This is an optimization exercise on Yosys and OpenROAD, whose aim is small area, a short achievable clock period and few clock cycles, not a production implementation. The RTL was checked by simulation tests, not by an equivalence proof against the original design. No activity file was given, so power comes from the tool's default toggle rates.

===== design.v =====
module jbeat_crc (
  input  wire        clk,
  input  wire        rst,
  input  wire        req_valid,
  input  wire        req_write,
  input  wire [3:0]  req_addr,
  input  wire [31:0] req_wdata,
  output reg         rsp_valid,
  output reg  [31:0] rsp_rdata,
  input  wire [31:0] len_src,
  input  wire [31:0] len_tgt,
  input  wire [31:0] len_pat,
  output reg         mem_en,
  output reg         mem_we,
  output reg  [1:0]  mem_sel,
  output reg  [29:0] mem_addr,
  output reg  [3:0]  mem_wstrb,
  output reg  [31:0] mem_wdata,
  input  wire [31:0] mem_rdata
);
  localparam [31:0] POLY = 32'hEDB88320;
  localparam [3:0] C_MIS_SRC = 4'd1, C_SIZE = 4'd4, C_TRUNC = 4'd5,
                   C_ILLEGAL = 4'd6, C_NOTREADY = 4'd7;
  localparam [2:0] K_CKSUM = 3'd0, K_LDEXP = 3'd1, K_STORE = 3'd2,
                   K_VERIFY = 3'd3, K_SEAL = 3'd4;
  localparam [2:0] T_CK = 3'd0, T_LD = 3'd1, T_ST = 3'd2, T_VPAT = 3'd3,
                   T_SPAT = 3'd4, T_SPW = 3'd5, T_END = 3'd7;
  localparam [1:0] E_NONE = 2'd0, E_STORE = 2'd1, E_CHECK = 2'd2, E_SIZE = 2'd3;
  function [31:0] cinit(input [2:0] r);
    case (r)
      3'd0:    cinit = 32'hFFFFFFFF;
      3'd1:    cinit = 32'hF0958FD9;
      3'd2:    cinit = 32'h9A1C9D90;
      3'd3:    cinit = 32'hA32E2681;
      default: cinit = 32'h9226F562;
    endcase
  endfunction
  function [31:0] crc_bits(input [31:0] x, input integer nb);
    integer k;
    reg [31:0] y;
    begin
      y = x;
      for (k = 0; k < nb; k = k + 1)
        y = y[0] ? ((y >> 1) ^ POLY) : (y >> 1);
      crc_bits = y;
    end
  endfunction
  function [31:0] xf_in(input [31:0] x);
    begin
      xf_in[0] = x[1] ^ x[2] ^ x[4] ^ x[5] ^ x[6] ^ x[7] ^ x[10] ^ x[14] ^ x[16] ^ x[18] ^ x[19] ^ x[20] ^ x[21] ^ x[29] ^ x[30] ^ x[31];
      xf_in[1] = x[0] ^ x[1] ^ x[2] ^ x[5] ^ x[6] ^ x[8] ^ x[9] ^ x[12] ^ x[13] ^ x[14] ^ x[17] ^ x[19] ^ x[20] ^ x[26] ^ x[28] ^ x[31];
      xf_in[2] = x[1] ^ x[3] ^ x[5] ^ x[10] ^ x[11] ^ x[15] ^ x[16] ^ x[17] ^ x[18] ^ x[20] ^ x[22] ^ x[24] ^ x[25] ^ x[29] ^ x[31];
      xf_in[3] = x[4] ^ x[7] ^ x[15] ^ x[18] ^ x[19] ^ x[20] ^ x[22] ^ x[23] ^ x[24] ^ x[25] ^ x[27] ^ x[29] ^ x[30];
      xf_in[4] = x[4] ^ x[7] ^ x[9] ^ x[11] ^ x[14] ^ x[17] ^ x[19] ^ x[22] ^ x[24] ^ x[26] ^ x[28];
      xf_in[5] = x[6] ^ x[8] ^ x[11] ^ x[12] ^ x[14] ^ x[17] ^ x[30];
      xf_in[6] = x[0] ^ x[1] ^ x[2] ^ x[3] ^ x[4] ^ x[7] ^ x[8] ^ x[9] ^ x[10] ^ x[12] ^ x[16] ^ x[19] ^ x[20] ^ x[21] ^ x[24] ^ x[26] ^ x[28] ^ x[29] ^ x[31];
      xf_in[7] = x[0] ^ x[5] ^ x[6] ^ x[13] ^ x[14] ^ x[17] ^ x[18] ^ x[21] ^ x[25] ^ x[26] ^ x[29] ^ x[31];
      xf_in[8] = x[0] ^ x[1] ^ x[2] ^ x[8] ^ x[9] ^ x[11] ^ x[12] ^ x[13] ^ x[14] ^ x[17] ^ x[18] ^ x[19] ^ x[21] ^ x[22] ^ x[23] ^ x[25] ^ x[29] ^ x[30] ^ x[31];
      xf_in[9] = x[1] ^ x[5] ^ x[6] ^ x[7] ^ x[9] ^ x[11] ^ x[15] ^ x[16] ^ x[17] ^ x[20] ^ x[24] ^ x[25] ^ x[26] ^ x[27] ^ x[29] ^ x[31];
      xf_in[10] = x[0] ^ x[2] ^ x[3] ^ x[10] ^ x[12] ^ x[13] ^ x[16] ^ x[17] ^ x[21] ^ x[25] ^ x[26];
      xf_in[11] = x[0] ^ x[6] ^ x[7] ^ x[9] ^ x[15] ^ x[16] ^ x[21] ^ x[22] ^ x[24] ^ x[26] ^ x[29];
      xf_in[12] = x[0] ^ x[1] ^ x[9] ^ x[11] ^ x[12] ^ x[18] ^ x[21] ^ x[24] ^ x[26] ^ x[28];
      xf_in[13] = x[0] ^ x[1] ^ x[2] ^ x[3] ^ x[4] ^ x[8] ^ x[10] ^ x[12] ^ x[13] ^ x[17] ^ x[18] ^ x[20] ^ x[21] ^ x[22] ^ x[26] ^ x[27] ^ x[30];
      xf_in[14] = x[0] ^ x[8] ^ x[10] ^ x[14] ^ x[16] ^ x[19] ^ x[20] ^ x[21] ^ x[24] ^ x[25] ^ x[27] ^ x[29] ^ x[30];
      xf_in[15] = x[0] ^ x[1] ^ x[2] ^ x[3] ^ x[5] ^ x[7] ^ x[8] ^ x[12] ^ x[15] ^ x[16] ^ x[17] ^ x[18] ^ x[19] ^ x[24] ^ x[25] ^ x[27] ^ x[28] ^ x[30];
      xf_in[16] = x[2] ^ x[3] ^ x[6] ^ x[9] ^ x[10] ^ x[11] ^ x[12] ^ x[13] ^ x[15] ^ x[18] ^ x[19] ^ x[20] ^ x[21] ^ x[22] ^ x[23] ^ x[24] ^ x[28];
      xf_in[17] = x[0] ^ x[2] ^ x[5] ^ x[8] ^ x[9] ^ x[11] ^ x[12] ^ x[13] ^ x[15] ^ x[16] ^ x[18] ^ x[20] ^ x[22] ^ x[25] ^ x[28] ^ x[29] ^ x[31];
      xf_in[18] = x[0] ^ x[1] ^ x[2] ^ x[7] ^ x[8] ^ x[12] ^ x[13] ^ x[15] ^ x[16] ^ x[17] ^ x[19] ^ x[20] ^ x[21] ^ x[22] ^ x[27] ^ x[28] ^ x[30] ^ x[31];
      xf_in[19] = x[2] ^ x[3] ^ x[4] ^ x[5] ^ x[6] ^ x[11] ^ x[12] ^ x[17] ^ x[18] ^ x[21] ^ x[22] ^ x[24] ^ x[30];
      xf_in[20] = x[0] ^ x[1] ^ x[2] ^ x[3] ^ x[6] ^ x[8] ^ x[9] ^ x[10] ^ x[11] ^ x[14] ^ x[16] ^ x[17] ^ x[19] ^ x[20] ^ x[22] ^ x[24] ^ x[27] ^ x[30] ^ x[31];
      xf_in[21] = x[0] ^ x[2] ^ x[4] ^ x[5] ^ x[8] ^ x[9] ^ x[11] ^ x[12] ^ x[14] ^ x[17] ^ x[19] ^ x[21] ^ x[22] ^ x[23] ^ x[25] ^ x[28] ^ x[30] ^ x[31];
      xf_in[22] = x[0] ^ x[1] ^ x[4] ^ x[6] ^ x[11] ^ x[12] ^ x[15] ^ x[16] ^ x[21] ^ x[23] ^ x[24] ^ x[25] ^ x[26] ^ x[28] ^ x[29] ^ x[31];
      xf_in[23] = x[0] ^ x[2] ^ x[3] ^ x[5] ^ x[9] ^ x[11] ^ x[15] ^ x[17] ^ x[19] ^ x[22] ^ x[24] ^ x[31];
      xf_in[24] = x[1] ^ x[2] ^ x[3] ^ x[5] ^ x[9] ^ x[10] ^ x[11] ^ x[14] ^ x[16] ^ x[18] ^ x[20] ^ x[22] ^ x[24] ^ x[30] ^ x[31];
      xf_in[25] = x[1] ^ x[11] ^ x[12] ^ x[13] ^ x[14] ^ x[17] ^ x[18] ^ x[19] ^ x[21] ^ x[23] ^ x[25] ^ x[26] ^ x[29] ^ x[31];
      xf_in[26] = x[1] ^ x[2] ^ x[5] ^ x[7] ^ x[10] ^ x[11] ^ x[12] ^ x[14] ^ x[23] ^ x[25] ^ x[27] ^ x[29] ^ x[30];
      xf_in[27] = x[0] ^ x[2] ^ x[3] ^ x[5] ^ x[10] ^ x[14] ^ x[15] ^ x[16] ^ x[17] ^ x[19] ^ x[23] ^ x[24] ^ x[25] ^ x[26] ^ x[28] ^ x[29] ^ x[30];
      xf_in[28] = x[0] ^ x[1] ^ x[2] ^ x[6] ^ x[8] ^ x[9] ^ x[10] ^ x[11] ^ x[12] ^ x[13] ^ x[14] ^ x[16] ^ x[17] ^ x[18] ^ x[19] ^ x[21] ^ x[22] ^ x[24] ^ x[30] ^ x[31];
      xf_in[29] = x[1] ^ x[2] ^ x[3] ^ x[4] ^ x[10] ^ x[11] ^ x[12] ^ x[14] ^ x[16] ^ x[17] ^ x[18] ^ x[19] ^ x[20] ^ x[22] ^ x[24] ^ x[25] ^ x[26] ^ x[31];
      xf_in[30] = x[0] ^ x[1] ^ x[3] ^ x[4] ^ x[7] ^ x[9] ^ x[11] ^ x[15] ^ x[16] ^ x[21] ^ x[22] ^ x[25] ^ x[26] ^ x[30];
      xf_in[31] = x[0] ^ x[1] ^ x[4] ^ x[7] ^ x[10] ^ x[12] ^ x[14] ^ x[16] ^ x[17] ^ x[20] ^ x[22] ^ x[23] ^ x[24] ^ x[26] ^ x[28] ^ x[30];
    end
  endfunction
  function [31:0] xf_out(input [31:0] x);
    begin
      xf_out[0] = x[5] ^ x[7] ^ x[10] ^ x[16] ^ x[18] ^ x[19] ^ x[20] ^ x[24] ^ x[27] ^ x[30] ^ x[31];
      xf_out[1] = x[1] ^ x[2] ^ x[5] ^ x[8] ^ x[9] ^ x[10] ^ x[15] ^ x[16] ^ x[17] ^ x[20] ^ x[21] ^ x[22] ^ x[23] ^ x[25] ^ x[30];
      xf_out[2] = x[0] ^ x[3] ^ x[4] ^ x[6] ^ x[7] ^ x[14] ^ x[15] ^ x[20] ^ x[21] ^ x[24] ^ x[25] ^ x[29] ^ x[31];
      xf_out[3] = x[3] ^ x[5] ^ x[6] ^ x[7] ^ x[8] ^ x[9] ^ x[11] ^ x[15] ^ x[18] ^ x[20] ^ x[25] ^ x[26] ^ x[27] ^ x[29];
      xf_out[4] = x[1] ^ x[2] ^ x[13] ^ x[14] ^ x[19] ^ x[22] ^ x[24] ^ x[26];
      xf_out[5] = x[1] ^ x[2] ^ x[6] ^ x[8] ^ x[11] ^ x[12] ^ x[20] ^ x[21] ^ x[24] ^ x[25] ^ x[27] ^ x[29] ^ x[30];
      xf_out[6] = x[0] ^ x[3] ^ x[5] ^ x[13] ^ x[14] ^ x[15] ^ x[19] ^ x[22] ^ x[23] ^ x[24] ^ x[27] ^ x[30];
      xf_out[7] = x[1] ^ x[5] ^ x[8] ^ x[10] ^ x[11] ^ x[14] ^ x[17] ^ x[23] ^ x[26] ^ x[28] ^ x[29];
      xf_out[8] = x[2] ^ x[3] ^ x[4] ^ x[7] ^ x[9] ^ x[11] ^ x[17] ^ x[19] ^ x[20] ^ x[22] ^ x[23] ^ x[26] ^ x[31];
      xf_out[9] = x[0] ^ x[8] ^ x[10] ^ x[11] ^ x[12] ^ x[14] ^ x[15] ^ x[18] ^ x[20] ^ x[22] ^ x[27] ^ x[31];
      xf_out[10] = x[3] ^ x[4] ^ x[8] ^ x[13] ^ x[20] ^ x[24] ^ x[26] ^ x[27] ^ x[28];
      xf_out[11] = x[2] ^ x[4] ^ x[5] ^ x[7] ^ x[8] ^ x[10] ^ x[11] ^ x[13] ^ x[14] ^ x[19] ^ x[21] ^ x[22] ^ x[24] ^ x[26] ^ x[27] ^ x[30];
      xf_out[12] = x[2] ^ x[3] ^ x[4] ^ x[8] ^ x[9] ^ x[13] ^ x[14] ^ x[15] ^ x[16] ^ x[18] ^ x[19] ^ x[22] ^ x[24] ^ x[25] ^ x[27] ^ x[28] ^ x[30] ^ x[31];
      xf_out[13] = x[0] ^ x[1] ^ x[7] ^ x[9] ^ x[11] ^ x[15] ^ x[18] ^ x[21] ^ x[23] ^ x[24] ^ x[26] ^ x[28] ^ x[29] ^ x[30];
      xf_out[14] = x[0] ^ x[2] ^ x[3] ^ x[7] ^ x[9] ^ x[11] ^ x[12] ^ x[13] ^ x[15] ^ x[16] ^ x[18] ^ x[20] ^ x[23] ^ x[28];
      xf_out[15] = x[0] ^ x[1] ^ x[2] ^ x[3] ^ x[5] ^ x[7] ^ x[8] ^ x[10] ^ x[13] ^ x[14] ^ x[15] ^ x[16] ^ x[18] ^ x[28] ^ x[30];
      xf_out[16] = x[0] ^ x[3] ^ x[4] ^ x[6] ^ x[9] ^ x[10] ^ x[13] ^ x[15] ^ x[16] ^ x[18] ^ x[19] ^ x[20] ^ x[23] ^ x[24] ^ x[26] ^ x[27] ^ x[28] ^ x[31];
      xf_out[17] = x[0] ^ x[3] ^ x[4] ^ x[5] ^ x[8] ^ x[11] ^ x[12] ^ x[14] ^ x[16] ^ x[17] ^ x[18] ^ x[19] ^ x[20] ^ x[22] ^ x[23] ^ x[25] ^ x[26] ^ x[28] ^ x[29] ^ x[30] ^ x[31];
      xf_out[18] = x[1] ^ x[2] ^ x[6] ^ x[9] ^ x[10] ^ x[14] ^ x[16] ^ x[19] ^ x[25] ^ x[28];
      xf_out[19] = x[2] ^ x[4] ^ x[7] ^ x[9] ^ x[10] ^ x[13] ^ x[14] ^ x[15] ^ x[18] ^ x[25] ^ x[31];
      xf_out[20] = x[1] ^ x[2] ^ x[5] ^ x[6] ^ x[7] ^ x[8] ^ x[10] ^ x[13] ^ x[18] ^ x[19] ^ x[20] ^ x[22] ^ x[24] ^ x[25] ^ x[28] ^ x[31];
      xf_out[21] = x[1] ^ x[2] ^ x[3] ^ x[5] ^ x[6] ^ x[8] ^ x[9] ^ x[10] ^ x[11] ^ x[15] ^ x[16] ^ x[18] ^ x[22] ^ x[25] ^ x[27] ^ x[29];
      xf_out[22] = x[1] ^ x[2] ^ x[4] ^ x[7] ^ x[8] ^ x[13] ^ x[15] ^ x[16] ^ x[17] ^ x[19] ^ x[21] ^ x[22] ^ x[24] ^ x[26] ^ x[27] ^ x[28] ^ x[29];
      xf_out[23] = x[0] ^ x[2] ^ x[4] ^ x[6] ^ x[7] ^ x[8] ^ x[9] ^ x[12] ^ x[16] ^ x[17] ^ x[18] ^ x[20] ^ x[21] ^ x[24] ^ x[27] ^ x[28] ^ x[29] ^ x[31];
      xf_out[24] = x[1] ^ x[2] ^ x[3] ^ x[4] ^ x[7] ^ x[9] ^ x[11] ^ x[13] ^ x[14] ^ x[15] ^ x[18] ^ x[21] ^ x[25] ^ x[28] ^ x[29] ^ x[30];
      xf_out[25] = x[0] ^ x[1] ^ x[7] ^ x[11] ^ x[14] ^ x[17] ^ x[20] ^ x[21] ^ x[22] ^ x[26] ^ x[28] ^ x[30];
      xf_out[26] = x[0] ^ x[1] ^ x[3] ^ x[4] ^ x[7] ^ x[8] ^ x[9] ^ x[10] ^ x[12] ^ x[13] ^ x[16] ^ x[18] ^ x[20] ^ x[21] ^ x[23] ^ x[25] ^ x[29] ^ x[30] ^ x[31];
      xf_out[27] = x[3] ^ x[4] ^ x[5] ^ x[7] ^ x[9] ^ x[10] ^ x[11] ^ x[16] ^ x[18] ^ x[19] ^ x[22] ^ x[23] ^ x[24] ^ x[25] ^ x[27];
      xf_out[28] = x[1] ^ x[10] ^ x[13] ^ x[14] ^ x[15] ^ x[17] ^ x[22] ^ x[24] ^ x[26] ^ x[27] ^ x[28] ^ x[29];
      xf_out[29] = x[0] ^ x[5] ^ x[7] ^ x[10] ^ x[12] ^ x[14] ^ x[15] ^ x[18] ^ x[21] ^ x[25] ^ x[26] ^ x[28] ^ x[29] ^ x[30];
      xf_out[30] = x[3] ^ x[5] ^ x[6] ^ x[7] ^ x[8] ^ x[9] ^ x[10] ^ x[15] ^ x[16] ^ x[18] ^ x[19] ^ x[20] ^ x[21] ^ x[22] ^ x[24] ^ x[26] ^ x[27] ^ x[28] ^ x[29] ^ x[31];
      xf_out[31] = x[0] ^ x[3] ^ x[5] ^ x[6] ^ x[8] ^ x[9] ^ x[10] ^ x[12] ^ x[13] ^ x[14] ^ x[15] ^ x[18] ^ x[21] ^ x[23] ^ x[31];
    end
  endfunction
  function [31:0] xf_k(input [2:0] r);
    case (r)
      3'd0: xf_k = 32'h0D1B6D7C;
      3'd1: xf_k = 32'hCB36DB96;
      3'd2: xf_k = 32'h7956A7F5;
      3'd3: xf_k = 32'hE937D275;
      default: xf_k = 32'h1A36DAF8;
    endcase
  endfunction
  function [29:0] inc30(input [29:0] a);
    integer i;
    begin
      for (i = 0; i < 30; i = i + 1)
        inc30[i] = a[i] ^ ((i == 0) ? 1'b1 : &(a | ~((30'd1 << i) - 30'd1)));
    end
  endfunction
  function [29:0] dec30(input [29:0] a);
    integer i;
    begin
      for (i = 0; i < 30; i = i + 1)
        dec30[i] = a[i] ^ ((i == 0) ? 1'b1 : ~|(a & ((30'd1 << i) - 30'd1)));
    end
  endfunction
  function gt32(input [31:0] a, input [31:0] b);
    reg [31:0] g, l;
    integer i, w;
    begin
      g = a & ~b; l = ~a & b;
      for (w = 1; w < 32; w = w * 2)
        for (i = 0; i < 32; i = i + 2 * w) begin
          g[i] = g[i + w] | (~l[i + w] & g[i]);
          l[i] = l[i + w] | (~g[i + w] & l[i]);
        end
      gt32 = g[0];
    end
  endfunction
  reg [31:0] acc;
  reg [95:0] sum_q;     
  reg [95:0] exp_q;     
  reg [95:0] size_q;    
  reg        acc_v;
  reg [2:0]  sum_v, exp_v, size_v;
  reg        ok, fault;
  reg [3:0]  cause;
  wire [15:0] status = {cause, fault, ok, size_v, exp_v, sum_v, acc_v};
  wire [31:0] size_s = size_q[31:0];
  wire [31:0] size_t = size_q[63:32];
  wire [31:0] size_p = size_q[95:64];
  wire [15:0] cw    = req_wdata[15:0];
  wire [3:0]  c_op  = cw[15:12];
  wire [1:0]  c_z   = cw[11:10];
  wire [1:0]  c_b   = cw[9:8];
  wire [7:0]  c_imm = cw[7:0];
  reg       chk_fault;
  reg [3:0] chk_cause;
  always @(*) begin
    chk_fault = 1'b1;
    chk_cause = 4'd0;
    if (!(&sum_v) || !(&exp_v))                chk_cause = C_NOTREADY;
    else if (sum_q[31:0]  != exp_q[31:0])      chk_cause = C_MIS_SRC;
    else if (sum_q[63:32] != exp_q[63:32])     chk_cause = C_MIS_SRC + 4'd1;
    else if (sum_q[95:64] != exp_q[95:64])     chk_cause = C_MIS_SRC + 4'd2;
    else                                       chk_fault = 1'b0;
  end
  wire op_init   = (cw == 16'h1000);
  wire op_byte   = (cw[15:8] == 8'h20);
  wire op_final  = (cw[15:10] == 6'b001100) && (c_b != 2'd3) && (c_imm == 8'd0);
  wire op_cksum  = (cw[15:10] == 6'b010000) && (c_b != 2'd3) && (c_imm == 8'd0);
  wire op_ldexp  = (cw == 16'h5000);
  wire op_check  = (cw == 16'h6000);
  wire op_verify = (cw == 16'h7000);
  wire op_store  = (cw[15:10] == 6'b100000) && (c_b != 2'd3) && (c_imm == 8'd0);
  wire op_seal   = (cw == 16'h9000);
  wire op_clear  = (cw == 16'hF000);
  wire op_legal  = op_init | op_byte | op_final | op_cksum | op_ldexp | op_check |
                   op_verify | op_store | op_seal | op_clear;
  wire q_wr    = req_write && !fault;                  
  wire q_cmd   = q_wr && req_addr == 4'd0;             
  wire [2:0] q_size = {3{q_wr}} & {req_addr == 4'd4, req_addr == 4'd3, req_addr == 4'd2};
  wire q_ill   = q_cmd && !op_legal;
  wire q_nrdy  = q_cmd && (op_byte | op_final) && !acc_v;
  wire q_flt   = q_ill | q_nrdy | (q_cmd && op_check && chk_fault);
  wire q_init  = q_cmd && op_init;
  wire q_byte  = q_cmd && op_byte && acc_v;
  wire q_final = q_cmd && op_final && acc_v;
  wire q_chk   = q_cmd && op_check && !chk_fault;
  wire q_clr   = req_write && req_addr == 4'd0 && op_clear;
  wire q_long  = q_cmd && (op_cksum | op_ldexp | op_store | op_verify | op_seal);
  reg [31:0] rd_val;
  always @(*) begin
    case (req_addr)
      4'd1:  rd_val = {16'd0, status};
      4'd2:  rd_val = size_q[31:0];
      4'd3:  rd_val = size_q[63:32];
      4'd4:  rd_val = size_q[95:64];
      4'd5:  rd_val = acc;
      4'd6:  rd_val = sum_q[31:0];
      4'd7:  rd_val = sum_q[63:32];
      4'd8:  rd_val = sum_q[95:64];
      4'd9:  rd_val = exp_q[31:0];
      4'd10: rd_val = exp_q[63:32];
      4'd11: rd_val = exp_q[95:64];
      default: rd_val = 32'd0;
    endcase
  end
  reg gt_s, gt_t, gt_p, gt_p4;
  reg p_lt4, p_lt12;
  reg        busy;      
  reg        init;      
  reg        init2;     
  reg        init4;     
  reg [2:0]  kind;
  reg [1:0]  kb;
  reg [1:0]  pv;        
  reg [2:0]  pc;        
  reg [2:0]  sk;        
  reg [1:0]  sb;
  reg [4:0]  nk;        
  reg        first;     
  reg [29:0] rem;       
  reg        e, adj;
  reg [1:0]  st_t;      
  reg [1:0]  wslot;     
  function [4:0] step_of(input [2:0] k, input [1:0] v, input [1:0] b, input [2:0] p);
    begin
      step_of = {T_END, 2'd0};
      case (k)
        K_CKSUM: if (p == 3'd0) step_of = {T_CK, b};
        K_LDEXP: if (p == 3'd0) step_of = {T_LD, 2'd2};
        K_STORE: if (p == 3'd0) step_of = {T_ST, b};
        K_VERIFY:
          case (v)
            2'd0: case (p)
                    3'd0: step_of = {T_CK, 2'd0};
                    3'd1: step_of = {T_CK, 2'd1};
                    3'd2: step_of = {T_VPAT, 2'd2};
                    default: ;
                  endcase
            2'd1: if (p == 3'd0) step_of = {T_LD, 2'd2};
            default: case (p)
                    3'd0: step_of = {T_LD, 2'd2};
                    3'd1: step_of = {T_CK, 2'd0};
                    default: ;
                  endcase
          endcase
        K_SEAL:
          case (v)
            2'd0: case (p)
                    3'd0: step_of = {T_CK, 2'd0};
                    3'd1: step_of = {T_CK, 2'd1};
                    3'd2: step_of = {T_SPAT, 2'd2};
                    3'd3: step_of = {T_SPW, 2'd2};
                    default: ;
                  endcase
            default: if (p == 3'd0) step_of = {T_CK, 2'd0};
          endcase
        default: ;
      endcase
    end
  endfunction
  wire [1:0] pv_new = (kind == K_VERIFY) ? (gt_s ? 2'd1 : gt_t ? 2'd2 : 2'd0) :
                      (kind == K_SEAL && gt_t) ? 2'd2 : 2'd0;
  wire [1:0] pvx = init ? pv_new : pv;
  wire [1:0] end_act =
      (kind == K_STORE)                 ? E_STORE :
      (kind == K_SEAL  && pv == 2'd0)   ? E_STORE :
      (kind == K_VERIFY && pv == 2'd0)  ? E_CHECK :
      (kind == K_VERIFY || kind == K_SEAL) ? E_SIZE : E_NONE;
  wire [2:0] npc = (init | init2 | init4) ? 3'd0 : pc + 3'd1;           
  wire [4:0] nn  = step_of(kind, pvx, kb, npc + 3'd1);  
  wire [2:0] lk  = nk[4:2];
  wire [1:0] lb  = nk[1:0];
  wire [31:0] l_size = (lb == 2'd0) ? size_s : (lb == 2'd1) ? size_t : size_p;
  wire [1:0]  l_t    = l_size[1:0];
  reg  [29:0] l_rem;
  reg         l_adj;
  always @(*) begin
    l_rem = l_size[31:2];
    l_adj = 1'b0;
    case (lk)
      T_CK:    l_adj = (lb == 2'd2);
      T_SPAT:  l_adj = 1'b1;
      T_LD:    l_rem = 30'd3;
      T_ST, T_SPW: l_rem = 30'd1;
      default: ;
    endcase
  end
  wire [29:0] l_addr_m1 = (lb == 2'd0) ? mem_addr :
                          (lb == 2'd1) ? inc30(mem_addr) : {inc30({1'b0, mem_addr[29:1]}), mem_addr[0]};
  function [3:0] cflags(input [29:0] hi, input ex, input aj);
    reg [3:0] v;
    begin
      v = {1'b0, hi[2:0]} + {3'd0, ex} - {3'd0, aj};
      cflags = (hi[29:3] == 27'd0) ? {v == 4'd3, v == 4'd2, v == 4'd1, v == 4'd0} : 4'd0;
    end
  endfunction
  reg [3:0] cf_s, cf_t, cf_pm, cf_p0;
  wire      p_e = |size_p[1:0];
  reg [3:0] l_f;
  always @(*) begin
    case (lk)
      T_CK:    l_f = (lb == 2'd0) ? cf_s : (lb == 2'd1) ? cf_t : cf_pm;
      T_SPAT:  l_f = cf_pm;
      T_VPAT:  l_f = cf_p0;
      T_LD:    l_f = p_e ? 4'b0000 : 4'b1000;
      default: l_f = p_e ? 4'b0100 : 4'b0010;
    endcase
  end
  wire        r_small = (rem[29:3] == 27'd0);
  wire [3:0]  r_v     = {1'b0, rem[2:0]} + {3'd0, e} - {3'd0, adj};
  wire        r_eq4   = r_small && r_v == 4'd4;
  reg         f0, f1, f2, f3;    
  wire        tk_last = f1 | f0;
  reg        vA, vB, vD, vU, vE;
  reg        a_vb, a_zprev, a_ph, a_inj, a_ib, a_crc, a_cf, a_cl, a_exp, a_el;
  reg [1:0]  a_t, a_cb;
  reg [2:0]  a_r;
  reg        b_zprev, b_ph, b_inj, b_ib, b_crc, b_cf, b_cl, b_exp, b_el;
  reg [1:0]  b_t, b_cb;
  reg [2:0]  b_r;
  reg        d_crc, d_cf, d_cl, d_exp, d_el;
  reg [1:0]  d_cb;
  reg [2:0]  d_r;
  reg [31:0] d_q;
  reg        u_cf, u_cl;
  reg [1:0]  u_cb, e_cb;
  reg [31:0] u_q, s_q;
  reg [31:8] prev;
  reg [2:0] pend;
  function hz(input [1:0] b);
    hz = pend[b];
  endfunction
  reg        tk_go, tk_rd, tk_wr, tk_vb;
  reg        tk_zprev, tk_ph, tk_inj, tk_ib, tk_crc, tk_cf, tk_cl, tk_exp, tk_el;
  reg [1:0]  tk_sel;
  reg        tk_mq;     
  always @(*) begin
    tk_go = 1'b1; tk_rd = 1'b0; tk_wr = 1'b0;
    tk_zprev = 1'b0; tk_ph = 1'b0; tk_inj = 1'b0; tk_ib = 1'b0;
    tk_crc = 1'b0; tk_cf = 1'b0; tk_cl = 1'b0; tk_exp = 1'b0; tk_el = 1'b0;
    tk_sel = 2'd2; tk_mq = 1'b0;
    case (sk)
      T_CK: begin
        tk_sel = sb;
        tk_rd = !f0; tk_ph = f0;
        tk_zprev = first;
        tk_crc = 1'b1; tk_cf = first; tk_cl = tk_last;
      end
      T_LD: begin
        tk_rd = 1'b1;
        tk_exp = !(first && e); tk_el = f1;
      end
      T_VPAT: begin
        tk_rd = 1'b1;
        tk_zprev = first;
        tk_crc = !f1; tk_cf = first; tk_cl = f2;
        tk_exp = f1 | f2 | f3; tk_el = f1;
      end
      T_SPAT: begin
        tk_zprev = first;
        tk_crc = 1'b1; tk_cf = first; tk_cl = f1;
        if (f1 || f2) begin
          tk_inj = 1'b1; tk_ib = f1;
          tk_wr = 1'b1;
          tk_mq = f2 && (st_t != 2'd0);
          tk_go = !hz(f1 ? 2'd1 : 2'd0);
        end else
          tk_rd = 1'b1;
      end
      T_SPW: begin
        tk_wr = 1'b1;
        tk_go = !hz(2'd2);
      end
      T_ST: begin
        tk_wr = 1'b1;
        tk_go = !hz(sb);
      end
      default: tk_go = 1'b0;
    endcase
    tk_vb = tk_rd | tk_ph | tk_inj;
  end
  wire [31:0] w_cur = (wslot == 2'd0) ? sum_q[31:0] :
                      (wslot == 2'd1) ? sum_q[63:32] : sum_q[95:64];
  wire [31:0] w_prv = (wslot == 2'd1) ? sum_q[31:0] :
                      (wslot == 2'd2) ? sum_q[63:32] : sum_q[95:64];
  reg  [31:0] w_data;
  always @(*) begin
    case (st_t)
      2'd0: w_data = w_cur;
      2'd1: w_data = {w_cur[23:0], w_prv[31:24]};
      2'd2: w_data = {w_cur[15:0], w_prv[31:16]};
      default: w_data = {w_cur[7:0], w_prv[31:8]};
    endcase
  end
  wire [3:0] strb_first = 4'b1111 << st_t;
  wire [3:0] strb_last  = ~strb_first;
  wire [3:0] w_strb = (kind == K_SEAL) ?
                      ((wslot == 2'd0) ? strb_first : (wslot == 2'd3) ? strb_last : 4'b1111) :
                      (first ? strb_first : strb_last);
  wire [29:0] tk_addr = (first && (sk == T_CK || sk == T_VPAT || sk == T_SPAT)) ? 30'd0 :
                        tk_mq ? mem_addr : inc30(mem_addr);
  wire [31:0] b_cur = b_ph ? 32'd0 : mem_rdata;
  wire [31:8] b_prv = b_zprev ? 24'd0 : prev;
  reg  [31:0] b_al;
  always @(*) begin
    case (b_t)
      2'd0: b_al = b_cur;
      2'd1: b_al = {b_cur[7:0],  b_prv[31:8]};
      2'd2: b_al = {b_cur[15:0], b_prv[31:16]};
      default: b_al = {b_cur[23:0], b_prv[31:24]};
    endcase
  end
  wire [31:0] b_d = b_inj ? sum_q[32*b_ib +: 32] : b_al;
  wire [31:0] c_u  = xf_in(d_q) ^ (d_cf ? xf_k(d_r) : 32'd0);
  wire [31:0] s_g  = u_cf ? 32'd0 : s_q;
  wire [31:0] s_nx = ({1'b0, s_g[31:1]} ^ (s_g[0] ? POLY : 32'd0)) ^ u_q;
  wire [31:0] e_acc = xf_out(s_q);
  wire        rq_idle = !rst && !busy && req_valid;
  wire [31:0] acc_d   = busy ? e_acc :
                        cw[12] ? 32'hFFFFFFFF : crc_bits(acc ^ {24'd0, c_imm}, 8);
  wire        acc_en  = (!rst && vE) || (rq_idle && (q_init || q_byte));
  wire [31:0] sum_d   = busy ? ~e_acc : ~acc;
  wire [2:0]  sum_en  = ({3{!rst && vE}} & {e_cb == 2'd2, e_cb == 2'd1, e_cb == 2'd0}) |
                        ({3{rq_idle && q_final}} & {c_b == 2'd2, c_b == 2'd1, c_b == 2'd0});
  wire fin_ok = busy && !init && !init2 && !init4 && sk == T_END &&
                !(vA && a_vb) && !vB && !vD && !vU && !(end_act == E_CHECK && vE);
  wire advance = busy && ((init && !(kind == K_VERIFY && pv_new != 2'd0) &&
                           !(kind == K_CKSUM && kb == 2'd2)) || init2 || (init4 && !gt_p4) ||
                          (!init && sk != T_END && tk_go && tk_last));
  always @(posedge clk) begin
    rsp_valid <= 1'b0;
    rsp_rdata <= rd_val;
    p_lt4  <= (size_q[95:66] == 30'd0);
    p_lt12 <= (size_q[95:68] == 28'd0) && (size_q[67:66] != 2'b11);
    cf_s  <= cflags(size_s[31:2], |size_s[1:0], 1'b0);
    cf_t  <= cflags(size_t[31:2], |size_t[1:0], 1'b0);
    cf_pm <= cflags(size_p[31:2], p_e, 1'b1);
    cf_p0 <= cflags(size_p[31:2], p_e, 1'b0);
    gt_s  <= gt32(size_s, len_src);
    gt_t  <= gt32(size_t, len_tgt);
    gt_p  <= gt32(size_p, len_pat);
    gt_p4 <= gt32({rem, size_p[1:0]}, len_pat);
    mem_wdata <= w_data;
    if (acc_en) acc <= acc_d;
    if (sum_en[0]) sum_q[31:0]  <= sum_d;
    if (sum_en[1]) sum_q[63:32] <= sum_d;
    if (sum_en[2]) sum_q[95:64] <= sum_d;
    mem_wstrb <= w_strb;
    if (rst) begin
      busy   <= 1'b0;
      init   <= 1'b0;
      init2  <= 1'b0;
      init4  <= 1'b0;
      acc_v  <= 1'b0;
      sum_v  <= 3'd0;
      exp_v  <= 3'd0;
      size_v <= 3'd0;
      ok     <= 1'b0;
      fault  <= 1'b0;
      cause  <= 4'd0;
      vA <= 1'b0; vB <= 1'b0; vD <= 1'b0; vU <= 1'b0; vE <= 1'b0;
      pend <= 3'd0;
      mem_en <= 1'b0;
      mem_we <= 1'b0;
    end else begin
      vD    <= vB;
      d_crc <= b_crc; d_cf <= b_cf; d_cl <= b_cl; d_cb <= b_cb;
      d_exp <= b_exp; d_el <= b_el; d_r <= b_r;
      if (vB) begin
        d_q  <= b_d;
        prev <= b_cur[31:8];
      end
      vB <= vA && a_vb;
      b_zprev <= a_zprev; b_ph <= a_ph; b_inj <= a_inj; b_ib <= a_ib;
      b_crc <= a_crc; b_cf <= a_cf; b_cl <= a_cl; b_exp <= a_exp; b_el <= a_el;
      b_t <= a_t; b_cb <= a_cb; b_r <= a_r;
      vU   <= vD && d_crc;
      u_cf <= d_cf; u_cl <= d_cl; u_cb <= d_cb;
      if (vD) u_q <= c_u;
      vE   <= vU && u_cl;
      if (vE) pend[e_cb] <= 1'b0;
      e_cb <= u_cb;
      if (vU) s_q <= s_nx;
      if (vE) begin
        sum_v[e_cb] <= 1'b1;
        acc_v <= 1'b1;
        ok    <= 1'b0;
      end
      if (vD && d_exp) begin
        exp_q <= {d_q, exp_q[95:32]};
        if (d_el) begin
          exp_v <= 3'b111;
          ok    <= 1'b0;
        end
      end
      vA     <= 1'b0;
      if (!busy) begin
        mem_addr <= {dec30({2'b00, size_p[31:4]}), size_p[3:2]};
        rem      <= dec30(size_p[31:2]);
      end
      mem_en <= 1'b0;
      mem_we <= 1'b0;
      if (advance) begin
        init2 <= 1'b0;
        pc    <= npc;
        sk    <= lk;
        sb    <= lb;
        nk    <= nn;
        first <= 1'b1;
        rem   <= l_rem;
        adj   <= l_adj;
        {f3, f2, f1, f0} <= l_f;
        e     <= |l_t;
        st_t  <= l_t;
        if (lk == T_ST) mem_addr <= l_addr_m1;
        if (lk == T_ST) wslot <= lb;
        else if (lk == T_SPAT) wslot <= 2'd0;
      end
      if (busy) begin
        if (init) begin
          init <= 1'b0;
          pv   <= pv_new;
          if (kind == K_VERIFY && pv_new != 2'd0) begin
            nk    <= {T_LD, 2'd2};
            init2 <= 1'b1;
          end
          case (kind)
            K_CKSUM: begin
              if (!size_v[kb]) begin
                fault <= 1'b1; cause <= C_NOTREADY; ok <= 1'b0;
                busy <= 1'b0; rsp_valid <= 1'b1;
              end else if (kb == 2'd2 && p_lt4) begin
                fault <= 1'b1; cause <= C_TRUNC; ok <= 1'b0;
                busy <= 1'b0; rsp_valid <= 1'b1;
              end else if (kb == 2'd1 ? gt_t : kb == 2'd0 ? gt_s : 1'b0) begin
                fault <= 1'b1; cause <= C_SIZE; ok <= 1'b0;
                busy <= 1'b0; rsp_valid <= 1'b1;
              end else if (kb == 2'd2)
                init4 <= 1'b1;
            end
            K_LDEXP, K_STORE: begin
              if (!size_v[2] || (kind == K_STORE && !sum_v[kb])) begin
                fault <= 1'b1; cause <= C_NOTREADY; ok <= 1'b0;
                busy <= 1'b0; rsp_valid <= 1'b1;
              end else if (p_lt12 || gt_p) begin
                fault <= 1'b1; cause <= C_TRUNC; ok <= 1'b0;
                busy <= 1'b0; rsp_valid <= 1'b1;
              end
            end
            default: begin                             
              if (!(&size_v)) begin
                fault <= 1'b1; cause <= C_NOTREADY; ok <= 1'b0;
                busy <= 1'b0; rsp_valid <= 1'b1;
              end else if (p_lt12 || gt_p) begin
                fault <= 1'b1; cause <= C_TRUNC; ok <= 1'b0;
                busy <= 1'b0; rsp_valid <= 1'b1;
              end else if (kind == K_SEAL && gt_s) begin
                fault <= 1'b1; cause <= C_SIZE; ok <= 1'b0;
                busy <= 1'b0; rsp_valid <= 1'b1;
              end
            end
          endcase
        end else if (init4) begin
          init4 <= 1'b0;
          if (gt_p4) begin
            fault <= 1'b1; cause <= C_TRUNC; ok <= 1'b0;
            busy <= 1'b0; rsp_valid <= 1'b1;
          end
        end else if (init2) begin
          ;
        end else if (sk != T_END) begin
          if (tk_go) begin
            vA <= 1'b1;
            a_vb <= tk_vb;
            a_zprev <= tk_zprev; a_ph <= tk_ph; a_inj <= tk_inj; a_ib <= tk_ib;
            a_crc <= tk_crc; a_cf <= tk_cf; a_cl <= tk_cl; a_exp <= tk_exp; a_el <= tk_el;
            a_t  <= st_t; a_cb <= sb;
            a_r  <= f0 ? 3'd4 : {1'b0, 2'd0 - st_t};
            mem_en   <= tk_rd | tk_wr;
            mem_we   <= tk_wr;
            mem_sel  <= tk_sel;
            mem_addr <= tk_addr;
            if (!tk_last) begin
              first <= 1'b0;
              if (e) e <= 1'b0;
              else   rem <= dec30(rem);
              f0 <= 1'b0; f1 <= f2; f2 <= f3; f3 <= r_eq4;
            end
            if (tk_wr) wslot <= wslot + 2'd1;
            if (tk_crc && tk_cl) pend[sb] <= 1'b1;
          end
        end else if (fin_ok) begin
          busy <= 1'b0;
          rsp_valid <= 1'b1;
          case (end_act)
            E_STORE: begin
              exp_v <= 3'd0; ok <= 1'b0;
              if (kind == K_STORE && kb != 2'd2) sum_v[2] <= 1'b0;
            end
            E_CHECK: begin
              if (chk_fault) begin
                fault <= 1'b1; cause <= chk_cause; ok <= 1'b0;
              end else
                ok <= 1'b1;
            end
            E_SIZE: begin
              fault <= 1'b1; cause <= C_SIZE; ok <= 1'b0;
            end
            default: ;
          endcase
        end
      end else if (req_valid) begin
        rsp_valid <= !q_long;
        if (q_size[0]) begin size_q[31:0]  <= req_wdata; size_v[0] <= 1'b1; sum_v[0] <= 1'b0; end
        if (q_size[1]) begin size_q[63:32] <= req_wdata; size_v[1] <= 1'b1; sum_v[1] <= 1'b0; end
        if (q_size[2]) begin size_q[95:64] <= req_wdata; size_v[2] <= 1'b1; sum_v[2] <= 1'b0; exp_v <= 3'd0; end
        if (|q_size) ok <= 1'b0;
        if (q_flt) begin
          fault <= 1'b1; ok <= 1'b0;
          cause <= q_ill ? C_ILLEGAL : q_nrdy ? C_NOTREADY : chk_cause;
        end
        if (q_init) acc_v <= 1'b1;
        if (q_final) begin
          sum_v[c_b] <= 1'b1;
          ok <= 1'b0;
        end
        if (q_chk) ok <= 1'b1;
        if (q_clr) begin
          acc_v <= 1'b0; sum_v <= 3'd0; exp_v <= 3'd0; size_v <= 3'd0;
          ok <= 1'b0; fault <= 1'b0; cause <= 4'd0;
        end
        if (q_long) begin
          busy <= 1'b1;
          init <= 1'b1;
          pc   <= 3'd0;
          kind <= op_cksum ? K_CKSUM : op_ldexp ? K_LDEXP : op_store ? K_STORE :
                  op_verify ? K_VERIFY : K_SEAL;
          kb   <= c_b;
          nk   <= op_cksum ? {T_CK, c_b} : op_ldexp ? {T_LD, 2'd2} :
                  op_store ? {T_ST, c_b} : {T_CK, 2'd0};
        end
      end
    end
  end
endmodule

===== run.sh =====
#!/bin/bash
# synth_recipe.tcl (not shown) runs the flow's synth.tcl, then flattens the netlist and writes it again
# the make line also repeats each setting of config.mk as NAME=value (left out here)
make -C /OpenROAD-flow-scripts/flow DESIGN_CONFIG=/design/flow/config.mk WORK_HOME=/design/flow/orfs CLKGATE_MAP_FILE= SYNTH_SCRIPT=/design/flow/synth_recipe.tcl finish

===== config.mk =====
export PLATFORM = sky130hd
export DESIGN_NAME = jbeat_crc
export DESIGN_NICKNAME = jbeat_crc
export VERILOG_FILES = /design/flow/design.v
export SDC_FILE = /design/flow/constraint.sdc
export NUM_CORES = 4
export LEC_CHECK = 0
export CAP_MARGIN = 20
export CORE_MARGIN = 2
export CORE_UTILIZATION = 40
export PLACE_DENSITY = 0.6
export SETUP_SLACK_MARGIN = 4.2
export SLEW_MARGIN = 20

===== constraint.sdc =====
create_clock -name core_clock -period 7.0 [get_ports {clk}]
set_input_delay 1.4000 -clock core_clock [delete_from_list [all_inputs] [get_ports {clk}]]
set_output_delay 1.4000 -clock core_clock [all_outputs]
set_load 0.01 [all_outputs]

==> run notes, run 1 <==
row count 120; nets@finish 4764; Die Wd 332 um; global route total overflow 0; CP max stage delay 0.31 ns; Post-synth ARST share 0%; worst vdd ir 0.171 mV; fill cell count 9798; DRC 0; Synthesis Warnings 1; Post-synth EDFFs 580; worst r2r src sum_q[19]; Placed Cells 5632; post-DR vias/cell 6.20; multi-input gate area in the final layout 23800 um2; cell taking the most area after synthesis edfxtp_1; Die Ht 332 um; sequential cell fraction of total power 46.6%; Buf/Inv on CP 5; Final min period 2.92 ns; CP Class input pin to flop; Levels on crit path 11; I/O pins 271; Initial DRT Pass Iterations 9; DRT iter0 DRCs 5702; clk_skew 0.0378 ns; Finished Layout Cells 6024; Crit Path Max Fanout 6; RSZ-0062 raised after global routing yes; CP top delay family simple AND/OR/NAND/NOR gates; initial antenna violation count 12; endpoints failing setup 0; most frequent cells in the layout 580 x edfxtp_1, 517 x xnor2_1, 250 x nand2_1; via count 37400; number of max-cap violations 0; Routed WL 185 mm; vias in the first global route 35100; Avg Synthesized Cell Area 10.4 um2; switching share of power 24.5%; Tcrit/Tclk final 41.7%; CTS tree yes; setup TNS 0 ns; routed length per placed instance 30.6 um; leakage power 0.0189 uW; Comb power frac 8.8%; worst slew pin tran 1.21 ns; Final Hold Fails 0; post-route antenna net violation count 0; Post-Synthesis Cells 4166; Buffers on Ports 270; critical path's slowest cell nor4_4; largest net degree at the start of global routing 94; clk sink count 700; crit path cell chain buf_12, nor4_4, and2_4, nand2_4, nor4_4, buf_4, buf_4, buf_6, a21oi_4, nor2_4, clkbuf_16; core area 107000 um2; root buffer cell clkbuf_16; Seq/Total Area, Yosys 45.9%; GPL Wtd Cong 0.999; Power Density 183 nW/um2; die area 111000 um2; number of synthesized register bits 700; r2r worst-path depth 7; end point of the critical path sum_q[19]; Sw Pwr 2420 uW; first-pass GRT wire length 258 mm; mapped cell area 43200 um2; ys flop type edfxtp_1; startpoint types input pin; share of cells above drive strength 1 17.5%; critical path endpoint category flop; H-tree levels 3; CP Data Arrival Time 3.30 ns; headroom to the max-slew limit 18.9%; fmax 0.343 GHz; status timing/DRC/antenna clean; area growth from synthesis to layout 24.6%; reg2reg setup slack 4.09 ns; Synth area leaders edfxtp_1 40%, xnor2_1 11%, dfxtp_1 5.6%; Netlist cell types 88; Initial Utilization 40.3%; maximum clock insertion buffer count 3; crit path from req_wdata[4]; Hold Buf Count CTS 0; post-layout util 50.2%; Detailed Place HPWL 134 mm; Total GRT Usage 32.1%; post-synth top area share 40.4%; Internal Power 7440 uW; total CTS buffers 81; worst skew pair latency 0.67 ns; worst hold path class flop to flop; post-synthesis net count 4383; Clk pin slew, worst setup/hold paths 0.06 ns; Clock power frac 44.5%; Max Slew Vio Count 0; register area 19800 um2; Req. time, crit path 7.38 ns; most common cell after layout, fill and taps aside edfxtp_1; worst r2r dst cause[0]
[power groups by stage]
stage / combinational [uW] / sequential (uW) / clock, uW
floorplan: 461 / 4670 / 0
detailed placement: 802 / 4690 / 0
global route: 925 / 4600 / 4560
finish: 871 / 4600 / 4390
global placement: 797 / 4690 / 0
CTS: 832 / 4600 / 4420
[repair_timing]
item / 4_1_cts / 5_1_grt
setup endpoints to repair: 619 / 298
pin swaps: 69 / 107
setup buffers: 144 / 77
gates resized for setup: 418 / 217
gates cloned: 13 / 1
[cell usage after synthesis, drive strengths merged (88+ instances only)]
master / number
a21oi: 207
a22oi: 93
clkbuf: 218
dfxtp: 120
edfxtp: 580
inv: 132
maj3: 88
mux2i: 160
nand2: 269
nor2: 251
nor2b: 99
o21ai: 191
xnor2: 552
xor2: 193
[worst min-delay path by stage]
stage | from | end | slack [ns] | cells after the start
after detailed placement | u_cb[0] | e_cb[0] | 0.40 | 0
after global routing | a_crc | b_crc | 0.41 | 0
after global placement | u_cb[0] | e_cb[0] | 0.40 | 0
after CTS | a_crc | b_crc | 0.40 | 0
after floorplan | a_cb[0] | b_cb[0] | 0.40 | 0
final | a_crc | b_crc | 0.41 | 0
[cell type report]
cell class	instances	share of cell area (%)
Timing Repair Buffer	553	9.50
Multi-Input combinational cell	3076	44.3
Inverter	135	0.964
Clock buffer	108	4.31
Clock inverter	43	0.733
Antenna cell	6	0.0279
Tap cell	1403	3.27
Sequential cell	700	36.9
[metal layers]
layer | share of wire [%] | GRT usage, %
met3 | 11 | 7.81
met1 | 39 | 42.5
met4 | 5.4 | 15.4
met5 | 0.045 | 0
met2 | 44 | 49.4
[flip-flops by register name (all words and copies together) (netlist names), 5 cells and up]
signal,cells
nk,5
size_q,96
acc,32
s_q,32
d_q,32
exp_q,96
sum_q,96
prev,24
mem_wdata,32
rem,30
rsp_rdata,32
mem_addr,30
u_q,32
[kinds of logic (layout without fill, tap and decap cells)]
kind of cell | after synthesis | after routing | share of synthesized area (%)
simple gates | 1018 | 1026 | 11.8
compound gates | 978 | 980 | 15.5
xor+xnor | 746 | 746 | 15.2
flops | 700 | 700 | 45.9
buf+inv | 400 | 839 | 3.53
mux | 187 | 187 | 4.60
fa+ha+maj | 137 | 137 | 3.48
other cells | 0 | 6 | 0
[stage by stage]
step	worst slack (ns)	area [um2]	power [uW]	hold slack, ns
2_1_floorplan	3.50	43900	5130	0.400
3_3_place_gp	1.99	47600	5490	0.403
3_5_place_dp	1.91	47600	5500	0.405
4_1_cts	4.06	52300	9840	0.404
5_1_grt	4.04	53700	10100	0.415
6_report	4.08	53800	9860	0.405
Testbench counts, summed over its fixed seeds: cycles 60,293.
==> run 2: changes to the inputs <==
--- a/config.mk
+++ b/config.mk
@@ -10,2 +10,4 @@
 export CORE_UTILIZATION = 40
+export CTS_CLUSTER_DIAMETER = 100
+export CTS_CLUSTER_SIZE = 20
 export PLACE_DENSITY = 0.6
==> run 2 against run 1 <==
Compared with the run above: still clean; core utilization decreased by 1.3 points; first-iteration DRC count decreased by 4.3%; non-clock buffer count increased by 10; routed wire length decreased by 0.77%; synthesized cell count unchanged; largest power group unchanged; highest routed layer unchanged.
==> run notes, run 2 <==
status timing/DRC/antenna clean (unchanged); row count 120 (unchanged); multiplexer share of the synthesized area 4.60% (unchanged); total CTS buffers 44 (was 81); CP Data Arrival Time 1.44 ns (was 3.30 ns); Avg Synthesized Cell Area 10.4 um2 (unchanged); root buffer cell clkbuf_16 (unchanged); number of synthesized register bits 700 (unchanged); setup TNS 0 ns (unchanged); worst r2r dst cause[2] (was cause[0]); reg2reg setup slack 4.17 ns (was 4.09 ns); Routed WL 183 mm (was 185 mm); DRT iter0 DRCs 5456 (was 5702); Seq/Total Area, Yosys 45.9% (unchanged); r2r worst-path depth 9 (was 7); DRC 0 (unchanged); Synth top cells by count 580 x edfxtp_1, 552 x xnor2_1, 268 x nand2_1 (unchanged); clk sink count 700 (unchanged); most frequent cells in the layout 580 x edfxtp_1, 519 x xnor2_1, 254 x buf_4 (was 580 x edfxtp_1, 517 x xnor2_1, 250 x nand2_1); Final Hold Fails 0 (unchanged); via count 37100 (was 37400); biggest regs exp_q (96), size_q (96), sum_q (96) (unchanged); post-layout util 49.0% (was 50.2%); endpoints failing setup 0 (unchanged); nets@finish 4737 (was 4764); core area 107000 um2 (unchanged); Synth Area in Simple Gates 11.8% (unchanged); Post-Synthesis Cells 4166 (unchanged); Adder-Cell Fraction of Synth Area 3.48% (unchanged); Die Ht 332 um (unchanged); startpoint types flop (was input pin); worst vdd ir 0.181 mV (was 0.171 mV); number of max-cap violations 0 (unchanged); most frequent cell after synthesis edfxtp_1 (unchanged); post-DR vias/cell 6.21 (was 6.20); main combinational cell family by area after synthesis compound AO/OA/AOI/OAI gates (unchanged); hold depth 0 (unchanged); Synth Area in XOR/XNOR 15.2% (unchanged); post-synth top area share 40.4% (unchanged); Initial Utilization 40.3% (unchanged); post-synthesis net count 4383 (unchanged); H-tree levels 2 (was 3); Detailed Place HPWL 134 mm (unchanged); worst slew pin tran 1.15 ns (was 1.21 ns); Final min period 2.84 ns (was 2.92 ns); Clock power frac 34.1% (was 44.5%); Initial DRT Pass Iterations 9 (unchanged); Clk pin slew, worst setup/hold paths 0.09 ns (was 0.06 ns); Netlist cell types 88 (unchanged); leakage power 0.0182 uW (was 0.0189 uW); Compound-Gate Fraction of Synth Area 15.5% (unchanged); Comb power frac 10.5% (was 8.8%); HP Start d_cl (was a_crc); Synth area leaders edfxtp_1 40%, xnor2_1 11%, dfxtp_1 5.6% (unchanged); Die Wd 332 um (unchanged); vias in the first global route 34700 (was 35100); post-route antenna net violation count 0 (unchanged); sequential cell fraction of total power 55.4% (was 46.6%); Req. time, crit path 5.60 ns (was 7.38 ns); met2 wire length 80.7 mm (was 81.1 mm); routed length per placed instance 30.7 um (was 30.6 um); headroom to the max-slew limit 23.1% (was 18.9%); Post-synth ARST share 0% (unchanged); Total GRT Usage 31.9% (was 32.1%); die area 111000 um2 (unchanged); RSZ-0062 raised after global routing yes (unchanged); worst skew pair latency 0.67 ns (about the same); maximum clock insertion buffer count 3 (unchanged); largest net degree at the start of global routing 94 (unchanged); ys flop type edfxtp_1 (unchanged); first-pass GRT wire length 256 mm (was 258 mm); top layer in use met5 (unchanged); initial antenna violation count 10 (was 12); global route total overflow 0 (unchanged); Synthesis Warnings 1 (unchanged); most common cell after layout, fill and taps aside edfxtp_1 (unchanged); share of cells above drive strength 1 16.2% (was 17.5%); GPL Wtd Cong 0.999 (unchanged); metal3 WL 20.0 mm (was 20.8 mm); Tcrit/Tclk final 40.5% (was 41.7%); Buffers on Ports 270 (unchanged); area growth from synthesis to layout 21.5% (was 24.6%); critical path endpoint category output port (was flop); worst hold path class flop to flop (unchanged); worst r2r src sum_q[22] (was sum_q[19]); fmax 0.353 GHz (was 0.343 GHz); Post-synth EDFFs 580 (unchanged); CTS tree yes (unchanged); CP Class flop to output port (was input pin to flop); Max Slew Vio Count 0 (unchanged); Hold EP u_cl (was b_crc); I/O pins 271 (unchanged); cell taking the most area after synthesis edfxtp_1 (unchanged); mapped cell area 43200 um2 (unchanged); Power Density 158 nW/um2 (was 183 nW/um2); Hold Buf Count CTS 0 (unchanged); met1 wire length 72.3 mm (was 72.6 mm); clk_skew 0.0629 ns (was 0.0378 ns); Sw Pwr 2120 uW (was 2420 uW); switching share of power 25.5% (was 24.5%); Internal Power 6180 uW (was 7440 uW); Crit Path Max Fanout 4 (was 6); crit path from mem_addr[0] (was req_wdata[4])
[run 2: changes by cell type in the layout (fill, tap and decap cells not counted), moves of 5 or more]
| cell | previous run | this run |
|---|---|---|
| dfxtp_1 | 114 | 109 |
| buf_4 | 233 | 254 |
| dfxtp_2 | 3 | 8 |
| o21ai_1 | 19 | 24 |
| clkinv_2 | 20 | 1 |
| clkinv_1 | 10 | 3 |
| clkbuf_1 | 15 | 23 |
| bufinv_16 | 5 | 0 |
| clkbuf_16 | 88 | 48 |
| clkbuf_8 | 8 | 2 |
[run 2: power groups by stage]
stage / sequential, uW / combinational (uW) / clock (uW)
after floorplan: 4670 / 461 / 0
after global placement: 4690 / 797 / 0
after global routing: 4590 / 929 / 2980
after detailed placement: 4690 / 802 / 0
final: 4590 / 874 / 2830
after CTS: 4590 / 838 / 2850
[run 2: how the worst max path moves through the flow]
stage | to | slack (ns) | cells past startpoint
2_1_floorplan | size_q[32] | 3.50 | 3
3_3_place_gp | sum_q[65] | 1.99 | 8
3_5_place_dp | sum_q[73] | 1.91 | 8
4_1_cts | mem_addr[25] | 4.10 | 11
5_1_grt | rem[28] | 4.12 | 12
6_report | mem_addr[0] | 4.16 | 2
[run 2: metal layers]
metal | vias up | track usage (%)
met5 | - | 0.868
met1 | 18200 | 42.5
met4 | 8 | 14.6
li1 | 16100 | -
met3 | 419 | 7.24
met2 | 2359 | 49.1
[run 2: area by class of cell]
type                       count  area (um2)
fill                        9936       54600
multi-input combinational   3076       23800
sequential                   700       19800
timing repair buffer         563        5090
tap                         1403        1760
clock buffer                  71        1260
inverter                     135         527
clock inverter                10         109
antenna                        8        20.0
[run 2: repair_timing]
action / CTS / global route
pin swaps: 75 / 89
resized for setup: 451 / 191
cloned: 11 / 2
setup buffers: 156 / 76
setup endpoints to repair: 625 / 308
[run 2: worst max-delay path: stages, from the launching register on]
cell	delay, ns
edfxtp_1	0.48
buf_4	0.17
buf_2	0.13
[run 2: cells by family (layout without fill, tap and decap cells)]
group | Yosys count | count (layout)
multiplexers | 187 | 187
flip-flops | 700 | 700
buffers and inverters | 400 | 779
XOR/XNOR | 746 | 746
AO/OA/AOI/OAI | 978 | 980
adder cells (fa/ha/maj) | 137 | 137
other | 0 | 8
AND/OR/NAND/NOR | 1018 | 1026
[run 2: per-stage QoR]
stage / instances / hold slack, ns / total power (uW) / cell area, um2 / setup WS [ns]
global route: 5958 / 0.421 / 8510 / 52400 / 4.12
CTS: 5880 / 0.414 / 8280 / 51100 / 4.10
finish: 5966 / 0.413 / 8290 / 52400 / 4.16
detailed placement: 5632 / 0.405 / 5500 / 47600 / 1.91
floorplan: 4166 / 0.400 / 5130 / 43900 / 3.50
global placement: 5632 / 0.403 / 5490 / 47600 / 1.99
==> run 3: changes to the inputs <==
--- a/config.mk
+++ b/config.mk
@@ -13,3 +13,3 @@
 export PLACE_DENSITY = 0.6
-export SETUP_SLACK_MARGIN = 4.2
+export SETUP_SLACK_MARGIN = 4.3
 export SLEW_MARGIN = 20
==> run 3 against run 2 <==
Compared with the run above: largest cell class unchanged; worst setup slack worse by 0.044 ns; flip-flop and latch count did not move; still clean; worst hold slack lost 0.0044 ns.
==> run notes, run 3 <==
status timing/DRC/antenna clean (unchanged); maximum clock insertion buffer count 3 (unchanged); met1 wire length 74.3 mm (was 72.3 mm); Buffers on Ports 270 (unchanged); Synth top cells by count 580 x edfxtp_1, 552 x xnor2_1, 268 x nand2_1 (unchanged); Post-synth EDFFs 580 (unchanged); row count 120 (unchanged); Power Density 159 nW/um2 (was 158 nW/um2); worst r2r src sum_q[53] (was sum_q[22]); worst r2r dst cause[0] (was cause[2]); setup TNS 0 ns (unchanged); metal3 WL 19.7 mm (was 20.0 mm); end point of the critical path cause[0] (was mem_addr[0]); met2 wire length 83.0 mm (was 80.7 mm); r2r worst-path depth 9 (unchanged); Max Slew Vio Count 0 (unchanged); root buffer cell clkbuf_16 (unchanged); most frequent cells in the layout 580 x edfxtp_1, 512 x xnor2_1, 280 x buf_4 (was 580 x edfxtp_1, 519 x xnor2_1, 254 x buf_4); initial antenna violation count 12 (was 10); Final Cell Area 53100 um2 (was 52400 um2); Post-synth ARST share 0% (unchanged); Synth area leaders edfxtp_1 40%, xnor2_1 11%, dfxtp_1 5.6% (unchanged); cell taking the most area after synthesis edfxtp_1 (unchanged); post-route antenna net violation count 0 (unchanged); first-pass GRT wire length 260 mm (was 256 mm); Die Wd 332 um (unchanged); area growth from synthesis to layout 23.1% (was 21.5%); reg2reg setup slack 4.12 ns (was 4.17 ns); post-DR vias/cell 6.26 (was 6.21); post-synth top area share 40.4% (unchanged); startpoint types flop (unchanged); top layer in use met5 (unchanged); routed length per placed instance 31.1 um (was 30.7 um); Initial DRT Pass Iterations 9 (unchanged); worst vdd ir 0.170 mV (was 0.181 mV); Hold Buf Count CTS 0 (unchanged); clk_skew 0.0573 ns (was 0.0629 ns); fmax 0.347 GHz (was 0.353 GHz); clk sink count 700 (unchanged); Synthesis Warnings 1 (unchanged); Die Ht 332 um (unchanged); Tcrit/Tclk final 41.1% (was 40.5%); CP Class flop to flop (was flop to output port); vias in the first global route 35100 (was 34700); CP Data Arrival Time 3.45 ns (was 1.44 ns); GPL Wtd Cong 0.995 (was 0.999); fill cell count 9807 (was 9936); most common cell after layout, fill and taps aside edfxtp_1 (unchanged); nets@finish 4777 (was 4737); global route total overflow 0 (unchanged); core area 107000 um2 (unchanged); DRC 0 (unchanged); number of max-cap violations 0 (unchanged); Avg Synthesized Cell Area 10.4 um2 (unchanged); CTS tree yes (unchanged); RSZ-0062 raised after global routing yes (unchanged); total CTS buffers 44 (unchanged); I/O pins 271 (unchanged); headroom to the max-slew limit 27.2% (was 23.1%); share of cells above drive strength 1 19.8% (was 16.2%); worst skew pair latency 0.70 ns (was 0.67 ns); Seq/Total Area, Yosys 45.9% (unchanged); DRT iter0 DRCs 5616 (was 5456); Initial Utilization 40.3% (unchanged); Final Hold Fails 0 (unchanged); worst hold path class flop to flop (unchanged); critical path endpoint category flop (was output port); Routed WL 187 mm (was 183 mm); endpoints failing setup 0 (unchanged); largest net degree at the start of global routing 80 (was 94); Detailed Place HPWL 135 mm (was 134 mm); Clk pin slew, worst setup/hold paths 0.09 ns (about the same); Placed Area 47800 um2 (was 47600 um2); Req. time, crit path 7.57 ns (was 5.60 ns); number of synthesized register bits 700 (unchanged); most frequent cell after synthesis edfxtp_1 (unchanged); via count 37600 (was 37100); ys flop type edfxtp_1 (unchanged); worst slew pin tran 1.08 ns (was 1.15 ns); Netlist cell types 88 (unchanged); crit path from sum_q[53] (was mem_addr[0]); Post-Synthesis Cells 4166 (unchanged); leakage power 0.0184 uW (was 0.0182 uW); H-tree levels 2 (unchanged); die area 111000 um2 (unchanged); Final min period 2.88 ns (was 2.84 ns); Total GRT Usage 32.4% (was 31.9%); Crit Path Max Fanout 5 (was 4); mapped cell area 43200 um2 (unchanged); biggest regs exp_q (96), size_q (96), sum_q (96) (unchanged); post-synthesis net count 4383 (unchanged)
## run 3: cell counts after synthesis
Identical to the previous run, type by type.
## run 3: cell families (layout without fill, tap and decap cells)
logic type      count (synthesis)  count (layout)  share of synthesized area, %
flops                         700             700                          45.9
buf+inv                       400             820                          3.53
mux                           187             187                          4.60
xor+xnor                      746             746                          15.2
simple gates                 1018            1026                          11.8
compound gates                978             980                          15.5
other cells                     0               4                             0
fa+ha+maj                     137             137                          3.48
## run 3: stage by stage
stage / setup slack, ns / utilization, % / power (uW) / hold WS (ns) / std cells
final: 4.12 / 49.6 / 8420 / 0.408 / 6003
after global routing: 4.08 / 49.6 / 8640 / 0.412 / 6003
after CTS: 4.14 / 48.2 / 8410 / 0.410 / 5900
after detailed placement: 2.20 / 44.6 / 5500 / 0.405 / 5631
after global placement: 2.12 / 44.6 / 5500 / 0.403 / 5630
after floorplan: 3.50 / - / 5130 / 0.400 / 4166
## run 3: routing by layer
layer | global-route usage [%] | vias to the layer above
met4 | 14.7 | 16
met1 | 43.3 | 18700
met3 | 7.64 | 435
met5 | 0 | -
met2 | 50.0 | 2335
li1 | - | 16100
## run 3: repair_timing
action	CTS	global route
endpoints found under the setup margin	745	277
cloned	14	3
resized for setup	722	192
pin swaps	99	109
buffers inserted	173	95
## run 3: worst min-delay path by stage
stage                        from  endpoint  slack (ns)  depth (start not counted)
after floorplan           a_cb[0]   b_cb[0]        0.40                          0
after global placement    u_cb[0]   e_cb[0]        0.40                          0
after detailed placement   a_t[0]    b_t[0]        0.40                          0
after CTS                    a_cl      b_cl        0.41                          0
after global routing         a_cl      b_cl        0.41                          0
final                        a_cl      b_cl        0.41                          0
## run 3: final cells by class
type,count,area [um2],area share [%]
multi-input cells,3076,24200,45.5
repair buffers,603,5370,10.1
clock buffers,72,1290,2.43
well taps,1403,1760,3.30
inverters,135,523,0.984
diodes,4,10.0,0.0188
flip-flops and latches,700,19900,37.4
clock inverters,10,144,0.271
## run 3: report_power, final
part           total [uW]  internal [uW]  switching [uW]
combinational         888            387             501
sequential           4590           4530            62.1
clock                2950           1320            1630
## run 3: worst max-delay path, stage by stage (launching register included)
cell and delay [ns]:
edfxtp_1 0.56, xnor2_2 0.35, nand4_1 0.28, nor4_4 0.25, nor4bb_4 0.37, buf_4 0.19, nand2_8 0.07, o21a_4 0.25
and2_4 0.17, a311oi_1 0.25

[static timing again, ports no longer ideal]
In the flow no input, the clock included, has a driving cell. The finished layouts below were timed again as built, in two steps.
Step 1, drivers: a clkbuf_16 drives clk and a buf_2 each remaining input, both assumed.
Step 2 also shifts input and output timing later by t, the mid clock arrival at the registers, as if the neighbouring blocks saw the same clock.
Three values: ideal, step 1, step 2; two values: the first two.
| run | t, ns | setup WS [ns] | pins driven straight from the clock port |
|---|---|---|---|
| run 1 | 0.723 | 4.082 / 4.030 / 3.307 | 1 |
| run 2 | 0.707 | 4.165 / 4.091 / 3.407 | 1 |
| run 3 | 0.745 | 4.121 / 4.121 / 3.394 | 1 |
After both steps every run listed still meets setup and hold. For run 1, which loses most, drivers alone change the setup slack by -0.052 ns; drivers and shift together by -0.775 ns.
